What follows belongs to an exercise in optimizing a design on an open flow for small area, a short achievable clock period and few clock cycles; a production flow would make more cautious choices.
In this exercise RTL edits were held to simulation tests only and were not proved equivalent to the original.
Power figures rest on the tool's default switching activity, not on a simulated workload.

Design pscb, start of the top module:
module pscb (
    input  wire        clk,
    input  wire        rst,           
    input  wire        req_valid,
    output reg         req_ready,
    input  wire        req_write,
    input  wire [2:0]  req_addr,      
    input  wire [31:0] req_wdata,
    output reg         rsp_valid,
    output reg  [31:0] rsp_rdata,
    output reg         pk_valid,
    output reg  [7:0]  pk_data,
    output reg         up_valid,
    output reg  [7:0]  up_data
);
    localparam [1:0] MODE_IDLE   = 2'd0;
    localparam [1:0] MODE_WRITER = 2'd1;
    localparam [1:0] MODE_READER = 2'd2;
    localparam [3:0] F_NONE        = 4'd0;
    localparam [3:0] F_ILLEGAL_CMD = 4'd1;
    localparam [3:0] F_BS_MODE     = 4'd2;
    localparam [3:0] F_BS_OOB      = 4'd3;
    localparam [3:0] F_BS_OVERFLOW = 4'd4;
    localparam [3:0] F_UP_DOMAIN   = 4'd5;
    localparam [7:0] OP_PKPUSH  = 8'h10;
    localparam [7:0] OP_PKFLUSH = 8'h11;
    localparam [7:0] OP_UPPUSH  = 8'h12;
    localparam [7:0] OP_UPEND   = 8'h13;
    localparam [7:0] OP_WROPEN  = 8'h20;
    localparam [7:0] OP_RDOPEN  = 8'h21;
    localparam [7:0] OP_RD      = 8'h24;
    localparam [7:0] OP_WR      = 8'h25;
    localparam [7:0] OP_SKIP    = 8'h26;
    localparam [7:0] OP_ALIGN   = 8'h27;
    localparam [7:0] OP_BIASD   = 8'h30;
    localparam [7:0] OP_BIASE   = 8'h31;
    localparam [7:0] OP_ENUMD   = 8'h32;
    localparam [7:0] OP_ENUME   = 8'h33;
    localparam integer K_READ   = 0;    
    localparam integer K_ACCW   = 1;    
    localparam integer K_CMD    = 2;    
    localparam integer K_ILL    = 3;    
    localparam integer K_PKPUSH = 4;
    localparam integer K_PKFL   = 5;
    localparam integer K_UPPUSH = 6;
    localparam integer K_UPEND  = 7;
    localparam integer K_WROPEN = 8;
  ...
Settings: LEC_CHECK=0, CAP_MARGIN=20, CORE_MARGIN=2, CORE_UTILIZATION=55, CTS_CLUSTER_DIAMETER=100, CTS_CLUSTER_SIZE=25, SLEW_MARGIN=20, TNS_END_PERCENT=10; clock period 8.0 ns.
standard.sh (not shown) runs the stock make flow with config.mk's settings and CLKGATE_MAP_FILE= SYNTH_SCRIPT=/design/flow/synth_recipe.tcl, a recipe that flattens the netlist after the stock synthesis.
==> flow/flow/run.sh <==
#!/bin/bash
# The standard layout (standard.sh), with the setup repair aimed high only up to
# clock tree synthesis (after global routing it only fixes real violations), and
# buf_4 as the port buffers.
set -euo pipefail
bash standard.sh SETUP_SLACK_MARGIN=5 "BUFFER_PORTS_ARGS=-buffer_cell sky130_fd_sc_hd__buf_4" cts > stage_cts.log 2>&1
bash standard.sh SETUP_SLACK_MARGIN=0 finish > stage_finish.log 2>&1
test -f out/final.def
Testbench counts at the start, summed over its fixed seeds: cycles 45,850.
Rerun with:
--- a/flow/design.v
+++ b/flow/design.v
@@ -81,12 +81,15 @@
     reg [2:0]  ph;              
     reg [3:0]  sw;              
     reg [63:0] win;             
     reg [1:0]  wv;              
     reg        pend;            
     reg [5:0]  pidx;            
+    reg        swz;             
+    reg        blk_hit;         
+    reg [7:0]  pdec;            
     reg [2:0]  em_i;            
     reg [2:0]  em_n;            
     reg        rh_v;            
     reg        rb_v;            
     reg [31:0] rsp_b;
     reg [31:0] ring [0:63];     
@@ -235,13 +238,13 @@
     wire [31:0] port_out [0:7];
     generate
         for (g = 0; g < 8; g = g + 1) begin : g_port
             assign port_out[g] = ring[56 + g];
         end
     endgenerate
-    wire        commit = pend && (sw == 4'd0) && (pidx[5:3] == ph);
+    wire        commit = pend && swz && blk_hit;
     wire [31:0] cdata  = pidx[0] ? win[63:32] : win[31:0];
     wire em_busy = (em_i != em_n);
     wire [2:0] em_left = em_n - em_i;
     wire rel     = (em_left <= 3'd1);                
     wire st_pk = ((k_pkpush && (pk_k == 3'd6)) || (k_pkfl && (pk_k != 3'd0))) && em_busy;
     wire st_rd = k_rd && m_reader &&
@@ -317,25 +320,32 @@
     end
     integer r, j;
     always @(posedge clk) begin
         for (r = 0; r < 8; r = r + 1) begin
             for (j = 7; j > 0; j = j - 1)
                 ring[r + 8 * j] <= ring[r + 8 * (j - 1)];
-            if (sw != 4'd0)
+            if (!swz)
                 ring[r] <= 32'd0;
-            else if (commit && pidx[2:0] == r)
+            else if (commit && pdec[r])
                 ring[r] <= cdata;
             else
                 ring[r] <= port_out[r];
         end
     end
+    wire       pset  = m_writer && ((ex_ro && !cw[6]) || (mv_go && xing));
+    wire [2:0] ph_nx = rst ? 3'd0 : ph + 3'd1;
+    always @(posedge clk) begin
+        blk_hit <= pset ? (cw[5:3] == ph_nx) : (pidx[5:3] == ph_nx);
+        if (pset)
+            pdec <= 8'd1 << cw[2:0];
+    end
     wire [6:0] fw0 = cw[0] ? cw1 : cw;               
     wire [6:0] fw1 = cw[0] ? cw : cw1;               
-    wire       fetch0 = m_reader && !wv[0] && !(pend && !pidx[0]) && (sw == 4'd0) &&
+    wire       fetch0 = m_reader && !wv[0] && !(pend && !pidx[0]) && swz &&
                         !fw0[6] && (fw0[5:3] == ph);
-    wire       fetch1 = m_reader && !wv[1] && !(pend && pidx[0]) && (sw == 4'd0) &&
+    wire       fetch1 = m_reader && !wv[1] && !(pend && pidx[0]) && swz &&
                         !fw1[6] && (fw1[5:3] == ph);
     wire       wr_or  = mv_go && k_wr;
     always @(posedge clk) begin
         if (ex_wo)
             win <= 64'd0;
         else begin
@@ -391,12 +401,13 @@
             halted    <= 1'b0;
             pk_k      <= 3'd0;
             up_msb    <= 7'd0;
             up_j      <= 3'd0;
             ph        <= 3'd0;
             sw        <= 4'd0;
+            swz       <= 1'b1;
             wv        <= 2'b00;
             pend      <= 1'b0;
             em_i      <= 3'd0;
             em_n      <= 3'd0;
             rsp_valid <= 1'b0;
             rh_v      <= 1'b0;
@@ -414,12 +425,13 @@
                 s_v <= !q_free;
             else
                 s_v <= in_acc && !q_free;
             req_ready <= !(s_v ? !q_free : (in_acc && !q_free));
             if (sw != 4'd0)
                 sw <= sw - 4'd1;
+            swz <= !ex_wo && (sw <= 4'd1);
             if (commit)
                 pend <= 1'b0;
             if (fetch0)
                 wv[0] <= 1'b1;
             if (fetch1)
                 wv[1] <= 1'b1;
Total power went down by 0.61%.
Cell count went down by 3.1%.
Clock power stays flat.
Flip-flop and latch count went up by 8.
Hold slack improved by 0.0033 ns.
Global-route usage went down by 2.1 points.
Core utilization went down by 1.7 points.
Via count went down by 3.1%.
Wire length went down by 8.0%.
Sequential share of layout area went up by 1.9 points.
Synthesized area went up by 0.38%.
Testbench counts after the change, summed over its fixed seeds: cycles 45,850.

-- separate check: timing with driven ports --
No port has a modelled driver above. Below, the same layouts with a new extraction and two added sets of constraints. Step 1 sets driving cells, clkbuf_16 on the clock port and buf_2 on the other inputs (assumed; they add their load-dependent delay and slew). Step 2 also shifts input and output timing later by t, the mid clock arrival at the registers, as if the neighbouring blocks saw the same clock. a / b / c = ideal / step 1 / step 2; a / b = the first two.
| run | shift t [ns] | slack for setup (ns) | worst hold slack (ns) | worst setup path at the end | latest minus earliest clock arrival (ns) |
|---|---|---|---|---|---|
| the first run | 0.822 | 4.700 / 4.732 / 3.925 | 0.313 / 0.313 / 0.313 | input to register | 0.044 / 0.044 |
| the second run | 0.831 | 4.705 / 4.705 / 3.929 | 0.316 / 0.316 / 0.316 | input to register | 0.051 / 0.050 |
After both steps setup and hold are still met in every run listed. The setup slack of the second run, which loses most, moves by 0.000 ns with the drivers and by -0.776 ns with both steps.
